From an optimization exercise on the open Yosys and OpenROAD flow, aimed at small area; shortcuts taken in it are not production practice.
Only simulation tests tie the RTL to the original design; equivalence was not proved.

## fxd
module fxd #(
    parameter W  = 32,
    parameter K  = 6,
    parameter EW = 8
) (
    input  wire            clk,
    input  wire            rst,
    input  wire            cmd_valid,
    input  wire [W+6:0]    cmd_word,
    output wire            cmd_ready,
    output wire            busy,
    output wire            done,
    output wire [1:0]      result,
    output wire [7:0]      ocount,
    output wire [EW-1:0]   errcode,
    output wire [16+EW-1:0] status,
    output wire            out_valid,
    output wire [7:0]      out_byte,
    output wire [1:0]      out_seg,
    output wire            out_seg_last,
    output wire            out_end,
    input  wire            snk_ready,
    input  wire            snk_err,
    input  wire [EW-1:0]   snk_code
);
    localparam [2:0] IDLE = 3'd0, RESOLVE = 3'd1, INTDIG = 3'd2, FRACDIG = 3'd3,
                     EMIT_SIGN = 3'd4, EMIT_INT = 3'd5, EMIT_POINT = 3'd6,
                     EMIT_FRAC = 3'd7;
    reg [2:0]    phase;
    reg [31:0]   w;
    reg [5:0]    fb;
    reg          pol;
    reg [39:0]   stk;
    reg [2:0]    k;
    reg [4:0]    ocnt;      
    reg [1:0]    res;
    reg [EW-1:0] ecode;
    reg          done_q;
    wire [31:0] c_raw = cmd_word[31:0];
    wire [5:0]  c_f   = cmd_word[37:32];
    wire        c_neg = cmd_word[38] & c_raw[31];
    wire        c_legal = ~(c_f[5] & (|c_f[4:0]));
    reg  [31:0] c_mag;
    reg         c_any;
    integer n;
    always @(*) begin
        c_any = 1'b0;
        for (n = 0; n < 32; n = n + 1) begin
            c_mag[n] = c_raw[n] ^ (c_neg & c_any);
            c_any = c_any | c_raw[n];
        end
    end
    wire [4:0]  c_rot = c_f[4:0];
    reg  [31:0] c_w;
    always @(*) begin
        c_w = c_mag;
        if (c_rot[4]) c_w = {c_w[15:0], c_w[31:16]};
        if (c_rot[3]) c_w = {c_w[7:0], c_w[31:8]};
        if (c_rot[2]) c_w = {c_w[3:0], c_w[31:4]};
        if (c_rot[1]) c_w = {c_w[1:0], c_w[31:2]};
        if (c_rot[0]) c_w = {c_w[0], c_w[31:1]};
    end
    reg [31:0] lmask;
    integer m;
    always @(*) lmask = 32'hFFFFFFFF >> fb;
    wire [31:0] iv = w & lmask;
    reg [31:0] iq;
  ...
For scale: about 1,200 cells after synthesis, about 100 flip-flops, ~110 I/O pins, ~9500 µm² of cells after synthesis.
==> flow/config.mk <==
export PLATFORM = sky130hd
export DESIGN_NAME = fxd
export DESIGN_NICKNAME = fxd
export VERILOG_FILES = /design/flow/design.v
export SDC_FILE = /design/flow/constraint.sdc
export NUM_CORES = 4
export LEC_CHECK = 0
export ABC_AREA = 1
export CAP_MARGIN = 20
export CORE_MARGIN = 2
export CORE_UTILIZATION = 40
export SLEW_MARGIN = 20
==> flow/constraint.sdc <==
create_clock -name core_clock -period 17.0 [get_ports {clk}]
set_input_delay 3.4000 -clock core_clock [delete_from_list [all_inputs] [get_ports {clk}]]
set_output_delay 3.4000 -clock core_clock [all_outputs]
set_load 0.01 [all_outputs]
standard.sh (not shown) runs the stock make flow with config.mk's settings and CLKGATE_MAP_FILE= SYNTH_SCRIPT=/design/flow/synth_recipe.tcl, a recipe that flattens the netlist after the stock synthesis.
==> flow/flow/run.sh <==
#!/bin/bash
set -euo pipefail
here=$(pwd)
rm -rf "$here/scripts_alt"
cp -r "$FLOW_HOME/scripts" "$here/scripts_alt"
cp "$here/flow/abc_area.script" "$here/scripts_alt/abc_area.script"
export SCRIPTS_DIR="$here/scripts_alt"
export BUFFER_PORTS_ARGS="-buffer_cell sky130_fd_sc_hd__buf_1"
export CTS_ARGS="-sink_clustering_enable -repair_clock_nets -dont_use_dummy_load -sink_clustering_size 50 -sink_clustering_max_diameter 300"
bash standard.sh finish > "$here/standard.log" 2>&1
==> flow/flow/abc_area.script <==
strash
dc2
dch -f
amap
strash
dch -f
amap
topo
Rerun with:
==> flow/flow/abc_area.script (replaced) <==
strash
balance
rewrite
refactor
balance
rewrite
rewrite -z
balance
refactor -z
rewrite -z
balance
dch -f
amap
topo
Worst hold slack is worse by 0.010 ns. Final cell count decreases by about 1.6%. First-iteration DRC count decreases by about 17%.
Rerun with:
==> flow/flow/abc_area.script (replaced) <==
strash
&get -n
&deepsyn -T 60
&put
balance
rewrite
refactor
balance
rewrite
rewrite -z
balance
refactor -z
rewrite -z
balance
dch -f
amap
topo
stime -c
buffer -c
upsize -c
dnsize -c
The new run completed without violations.
Synthesized cell count grows by a few percent.
Flip-flop and latch count does not change.
Design area goes down by a few percent.
Rerun with:
--- a/flow/flow/abc_area.script
+++ b/flow/flow/abc_area.script
@@ -16,6 +16,2 @@
 amap
 topo
-stime -c
-buffer -c
-upsize -c
-dnsize -c
What happened:
- The new run ran to the end with no violations
- count of clock-buffer cells in the layout does not change
- area after synthesis went down by 5.0%
- setup slack degrades by 1.6 ns
- routed wire length hardly moves
- design area drops by 1.9%
- via count decreases by 1.2%
- critical path depth is unchanged

========
build 64:
The RTL this note starts from:
==> flow/design.v <==
module fxd #(
    parameter W  = 32,
    parameter K  = 6,
    parameter EW = 8
) (
    input  wire            clk,
    input  wire            rst,
    input  wire            cmd_valid,
    input  wire [W+6:0]    cmd_word,
    output wire            cmd_ready,
    output wire            busy,
    output wire            done,
    output wire [1:0]      result,
    output wire [7:0]      ocount,
    output wire [EW-1:0]   errcode,
    output wire [16+EW-1:0] status,
    output wire            out_valid,
    output wire [7:0]      out_byte,
    output wire [1:0]      out_seg,
    output wire            out_seg_last,
    output wire            out_end,
    input  wire            snk_ready,
    input  wire            snk_err,
    input  wire [EW-1:0]   snk_code
);
    localparam [2:0] IDLE = 3'd0, RESOLVE = 3'd1, INTDIG = 3'd2, FRACDIG = 3'd3,
                     EMIT_SIGN = 3'd4, EMIT_INT = 3'd5, EMIT_POINT = 3'd6,
                     EMIT_FRAC = 3'd7;
    reg [2:0]    phase;
    reg [31:0]   w;
    reg [5:0]    fb;
    reg          pol;
    reg [39:0]   stk;
    reg [2:0]    k;
    reg [4:0]    ocnt;      
    reg [1:0]    res;
    reg [EW-1:0] ecode;
    reg          done_q;
    wire [31:0] c_raw = cmd_word[31:0];
    wire [5:0]  c_f   = cmd_word[37:32];
    wire        c_neg = cmd_word[38] & c_raw[31];
    wire        c_legal = ~(c_f[5] & (|c_f[4:0]));
    reg  [31:0] c_mag;
    reg         c_any;
    integer n;
    always @(*) begin
        c_any = 1'b0;
        for (n = 0; n < 32; n = n + 1) begin
            c_mag[n] = c_raw[n] ^ (c_neg & c_any);
            c_any = c_any | c_raw[n];
        end
    end
    wire [4:0]  c_rot = c_f[4:0];
    reg  [31:0] c_w;
    always @(*) begin
        c_w = c_mag;
        if (c_rot[4]) c_w = {c_w[15:0], c_w[31:16]};
        if (c_rot[3]) c_w = {c_w[7:0], c_w[31:8]};
        if (c_rot[2]) c_w = {c_w[3:0], c_w[31:4]};
        if (c_rot[1]) c_w = {c_w[1:0], c_w[31:2]};
        if (c_rot[0]) c_w = {c_w[0], c_w[31:1]};
    end
    reg [31:0] lmask;
    integer m;
    always @(*) lmask = 32'hFFFFFFFF >> fb;
    wire [31:0] iv = w & lmask;
    reg [31:0] iq;
    reg [3:0]  ir;
    reg        dq;
    integer j;
    always @(*) begin
        ir = 4'd0;
        for (j = 31; j >= 0; j = j - 1) begin
            dq = ir[3] | (ir[2] & (ir[1] | ir[0]));
            iq[j] = dq;
            ir = {(ir[2] & ~ir[1] & ~ir[0]) | (ir[3] & ir[0]),
                  (ir[1] & (~ir[2] | ir[0])) | (ir[3] & ~ir[0]),
                  ir[0] ^ dq, iv[j]};
        end
    end
    wire        pre = (fb > 6'd28);
    wire [31:0] pmask = {25'd0, pre & (fb == 6'd29), pre & (fb < 6'd31), pre & (fb < 6'd32), {4{pre}}};
    reg [31:0] fp;
    reg [32:0] fc;       
    reg [31:0] fpp;      
    reg        ca;       
    reg        ta, tb;
    integer b;
    wire [31:0] wa = w & ~pmask;
    always @(*) begin
        fc = 33'd0;
        fpp = 32'd0;
        fp[0] = 1'b0;
        for (b = 1; b < 32; b = b + 1) begin
            ta = (b >= 3) ? w[b-3] : 1'b0;
            tb = w[b-1];
            fpp[b] = ta ^ tb;
            fp[b] = ta ^ tb ^ fc[b];
            fc[b+1] = (ta & tb) | (fc[b] & (ta ^ tb));
        end
        ca = 1'b0;
        for (b = 3; b < 10; b = b + 1)
            ca = (wa[b-3] & wa[b-1]) | (ca & (wa[b-3] ^ wa[b-1]));
    end
    wire        pg   = &fpp[31:10];
    wire        c32a = fc[32] & ~(pg & fc[10] & ~ca);
    wire [3:0]  fdig = {1'b0, w[31:29]} + {3'b000, w[31]} + {3'b000, c32a};
    wire [2:0] kn = k + 3'd1;
    reg fz;
    always @(*) begin
        case (kn)
            3'd1: fz = ~|w[30:0];
            3'd2: fz = ~|w[29:0];
            3'd3: fz = ~|w[28:0];
            3'd4: fz = ~|w[27:0];
            3'd5: fz = ~|w[26:0];
            default: fz = 1'b1;
        endcase
    end
    wire idle = (phase == IDLE);
    assign cmd_ready = idle;
    assign busy      = ~idle;
    assign done      = done_q;
    assign result    = res;
    assign ocount    = {3'b000, ocnt};
    assign errcode   = ecode;
    assign status    = {ecode, 3'b000, ocnt, 4'b0000, res, done_q, ~idle};
    assign out_valid = phase[2];
    assign out_seg   = phase[1:0];
    wire int_last    = (stk[7:4] == 4'hF);
    wire frac_last   = (k == 3'd1);
    assign out_seg_last = (phase == EMIT_INT) ? int_last :
                          (phase == EMIT_FRAC) ? frac_last : 1'b1;
    assign out_end   = (phase == EMIT_FRAC) & frac_last;
    wire [3:0] dig   = phase[1] ? fdig : stk[3:0];
    assign out_byte  = (phase[0]) ? {4'h3, dig} : {4'h2, 2'b11, phase[1], ~phase[1]};
    always @(posedge clk) begin
        if (rst) begin
            phase  <= IDLE;
            ocnt   <= 5'd0;
            res    <= 2'd0;
            ecode  <= {EW{1'b0}};
            done_q <= 1'b0;
        end else begin
            done_q <= 1'b0;
            case (phase)
                IDLE: begin
                    w   <= c_w;
                    fb  <= c_f;
                    pol <= c_neg;
                    stk[3:0] <= 4'hF;
                    k   <= 3'd0;
                    if (cmd_valid) begin
                        ocnt  <= 5'd0;
                        ecode <= {EW{1'b0}};
                        if (c_legal) begin
                            res   <= 2'd0;
                            phase <= RESOLVE;
                        end else begin
                            res    <= 2'd2;
                            done_q <= 1'b1;
                        end
                    end
                end
                RESOLVE: phase <= INTDIG;
                INTDIG: begin
                    w   <= (w & ~lmask) | iq;
                    stk <= {stk[35:0], ir};
                    if (iq == 32'd0) phase <= FRACDIG;
                end
                FRACDIG: begin
                    k <= kn;
                    if (fz) phase <= pol ? EMIT_SIGN : EMIT_INT;
                end
                default: begin
                    if (snk_err) begin
                        res    <= 2'd3;
                        ecode  <= snk_code;
                        done_q <= 1'b1;
                        phase  <= IDLE;
                    end else if (snk_ready) begin
                        ocnt <= ocnt + 5'd1;
                        case (phase)
                            EMIT_SIGN: phase <= EMIT_INT;
                            EMIT_INT: begin
                                stk <= {4'hF, stk[39:4]};
                                if (int_last) phase <= EMIT_POINT;
                            end
                            EMIT_POINT: phase <= EMIT_FRAC;
                            default: begin
                                w <= fp[31:0];
                                k <= k - 3'd1;
                                if (frac_last) begin
                                    res    <= 2'd1;
                                    done_q <= 1'b1;
                                    phase  <= IDLE;
                                end
                            end
                        endcase
                    end
                end
            endcase
        end
    end
endmodule
==> flow/config.mk <==
export PLATFORM = sky130hd
export DESIGN_NAME = fxd
export DESIGN_NICKNAME = fxd
export VERILOG_FILES = /design/flow/design.v
export SDC_FILE = /design/flow/constraint.sdc
export NUM_CORES = 4
export LEC_CHECK = 0
export ABC_AREA = 1
export CAP_MARGIN = 20
export CORE_MARGIN = 2
export CORE_UTILIZATION = 40
export SLEW_MARGIN = 20
==> flow/constraint.sdc <==
create_clock -name core_clock -period 17.0 [get_ports {clk}]
set_input_delay 3.4000 -clock core_clock [delete_from_list [all_inputs] [get_ports {clk}]]
set_output_delay 3.4000 -clock core_clock [all_outputs]
set_load 0.01 [all_outputs]
==> flow/flow/run.sh <==
#!/bin/bash
set -euo pipefail
here=$(pwd)
rm -rf "$here/scripts_alt"
cp -r "$FLOW_HOME/scripts" "$here/scripts_alt"
cp "$here/flow/abc_area.script" "$here/scripts_alt/abc_area.script"
export SCRIPTS_DIR="$here/scripts_alt"
export BUFFER_PORTS_ARGS="-buffer_cell sky130_fd_sc_hd__buf_1"
export CTS_ARGS="-sink_clustering_enable -repair_clock_nets -dont_use_dummy_load -sink_clustering_size 25 -buf_list sky130_fd_sc_hd__clkbuf_8"
bash standard.sh finish > "$here/standard.log" 2>&1
==> flow/flow/abc_area.script <==
strash
&get -n
&deepsyn -T 60
&put
balance
rewrite
refactor
balance
rewrite
rewrite -z
balance
refactor -z
rewrite -z
balance
dch -f
amap
topo
Both conditions hold for build 64: the flow ran to the end and the final layout passed the timing, design-rule and antenna checks.
The inputs of build 34 differ from those of build 64 as listed below.
- CAP_MARGIN: 20 -> 0
- SLEW_MARGIN: 20 -> 0
==> flow/flow/run.sh <==
#!/bin/bash
set -euo pipefail
here=$(pwd)
rm -rf "$here/scripts_alt"
cp -r "$FLOW_HOME/scripts" "$here/scripts_alt"
cp "$here/flow/abc_area.script" "$here/scripts_alt/abc_area.script"
export SCRIPTS_DIR="$here/scripts_alt"
export BUFFER_PORTS_ARGS="-buffer_cell sky130_fd_sc_hd__buf_1"
export CTS_ARGS="-sink_clustering_enable -repair_clock_nets -dont_use_dummy_load -sink_clustering_size 50 -sink_clustering_max_diameter 300"
bash standard.sh finish > "$here/standard.log" 2>&1
## What came out
- Between build 64 and build 34, the flow reports via count increasing slightly.
- The higher number of instances in the placed design came out of build 34.
- Compared with build 64, build 34 shows synthesized cell count that has gone up by a few percent.
- Against build 64 as the reference, build 34 delivers a higher final non-filler cell area.
- Build 34 vs build 64: total routed wirelength up in build 34
## Diff of input files: build 61 against build 34
- swapping 0 for 20 in CAP_MARGIN
- swapping 0 for 20 in SLEW_MARGIN
### Flow results
Between build 34 and build 61, maximum frequency increased. Build 34 → build 61: synthesized cell count fell by 3.1%, final-layout clock-cell area share neither gained nor lost much. Compare build 34 and build 61 | total non-filler cell area in the finished layout higher: build 34.
Edits applied to the flow inputs when going from build 61 to build 93:
-- flow/flow/run.sh --
<<< build 61, line 9
export CTS_ARGS="-sink_clustering_enable -repair_clock_nets -dont_use_dummy_load -sink_clustering_size 50 -sink_clustering_max_diameter 300"
bash standard.sh finish > "$here/standard.log" 2>&1
>>> build 93, line 9
export CTS_ARGS="-sink_clustering_enable -repair_clock_nets -dont_use_dummy_load -sink_clustering_size 50 -sink_clustering_max_diameter 300"
export RECOVER_POWER=100
bash standard.sh finish > "$here/standard.log" 2>&1
Among build 93 and build 61, a clean, completed layout was produced by build 61 alone. Build 93 finished all stages; layout check result: FAIL, due to capacitance limit, slew limit. The via count on build 61 is in line with that on build 93. Between build 93 and build 61, the difference in worst hold slack is negligible. Build 93 against build 61: clock-buffer cell count closely matched the old numbers, setup slack increased by 0.0031 ns relative to the old numbers, maximum operating frequency closely matched the old numbers, share of the clock period used by the worst path closely matched the old numbers. Between build 93 and build 61, the difference in aggregate routed wire length is negligible.

## re-timing with driven ports
In the flow no input, the clock included, has a driving cell. The finished layouts below were timed again as built, in two steps.
Step 1 (the two cells are an assumption about what drives the block):
set clk [get_ports {clk}]
set_driving_cell -lib_cell sky130_fd_sc_hd__clkbuf_16 $clk
set_driving_cell -lib_cell sky130_fd_sc_hd__buf_2 [delete_from_list [all_inputs] $clk]
Step 2 moves the port delays by t, midway between the first and last clock arrival at a register: inputs arrive t later, outputs are due t later. That takes back most of the time a late clock gives input paths.
a / b / c = ideal ports / drivers / drivers and shift; a / b = the first two.
| run | t (ns) | setup slack, ns | worst setup path after step 2 | latest minus earliest clock arrival (ns) | slew at the worst register clock pin (ns) |
|---|---|---|---|---|---|
| the first run of note 1 | 0.392 | 1.371 / 1.371 / 1.371 | register to register | 0.016 / 0.016 | 0.07 / 0.07 |
| the second run of note 1 | 0.388 | 1.575 / 1.575 / 1.575 | register to register | 0.027 / 0.027 | 0.08 / 0.08 |
| the third run of note 1 | 0.401 | 3.338 / 3.338 / 3.338 | register to register | 0.028 / 0.027 | 0.09 / 0.09 |
| the fourth run of note 1 | 0.392 | 1.723 / 1.723 / 1.723 | register to register | 0.024 / 0.024 | 0.08 / 0.08 |
| build 64 | 0.418 | 0.504 / 0.462 / 0.881 | register to output | 0.045 / 0.045 | 0.12 / 0.12 |
| build 34 | 0.402 | 0.323 / 0.275 / 0.677 | register to output | 0.025 / 0.025 | 0.08 / 0.08 |
| build 61 | 0.393 | 0.493 / 0.447 / 0.841 | register to output | 0.027 / 0.027 | 0.08 / 0.08 |
| build 93 | 0.395 | 0.496 / 0.451 / 0.846 | register to output | 0.027 / 0.027 | 0.08 / 0.08 |
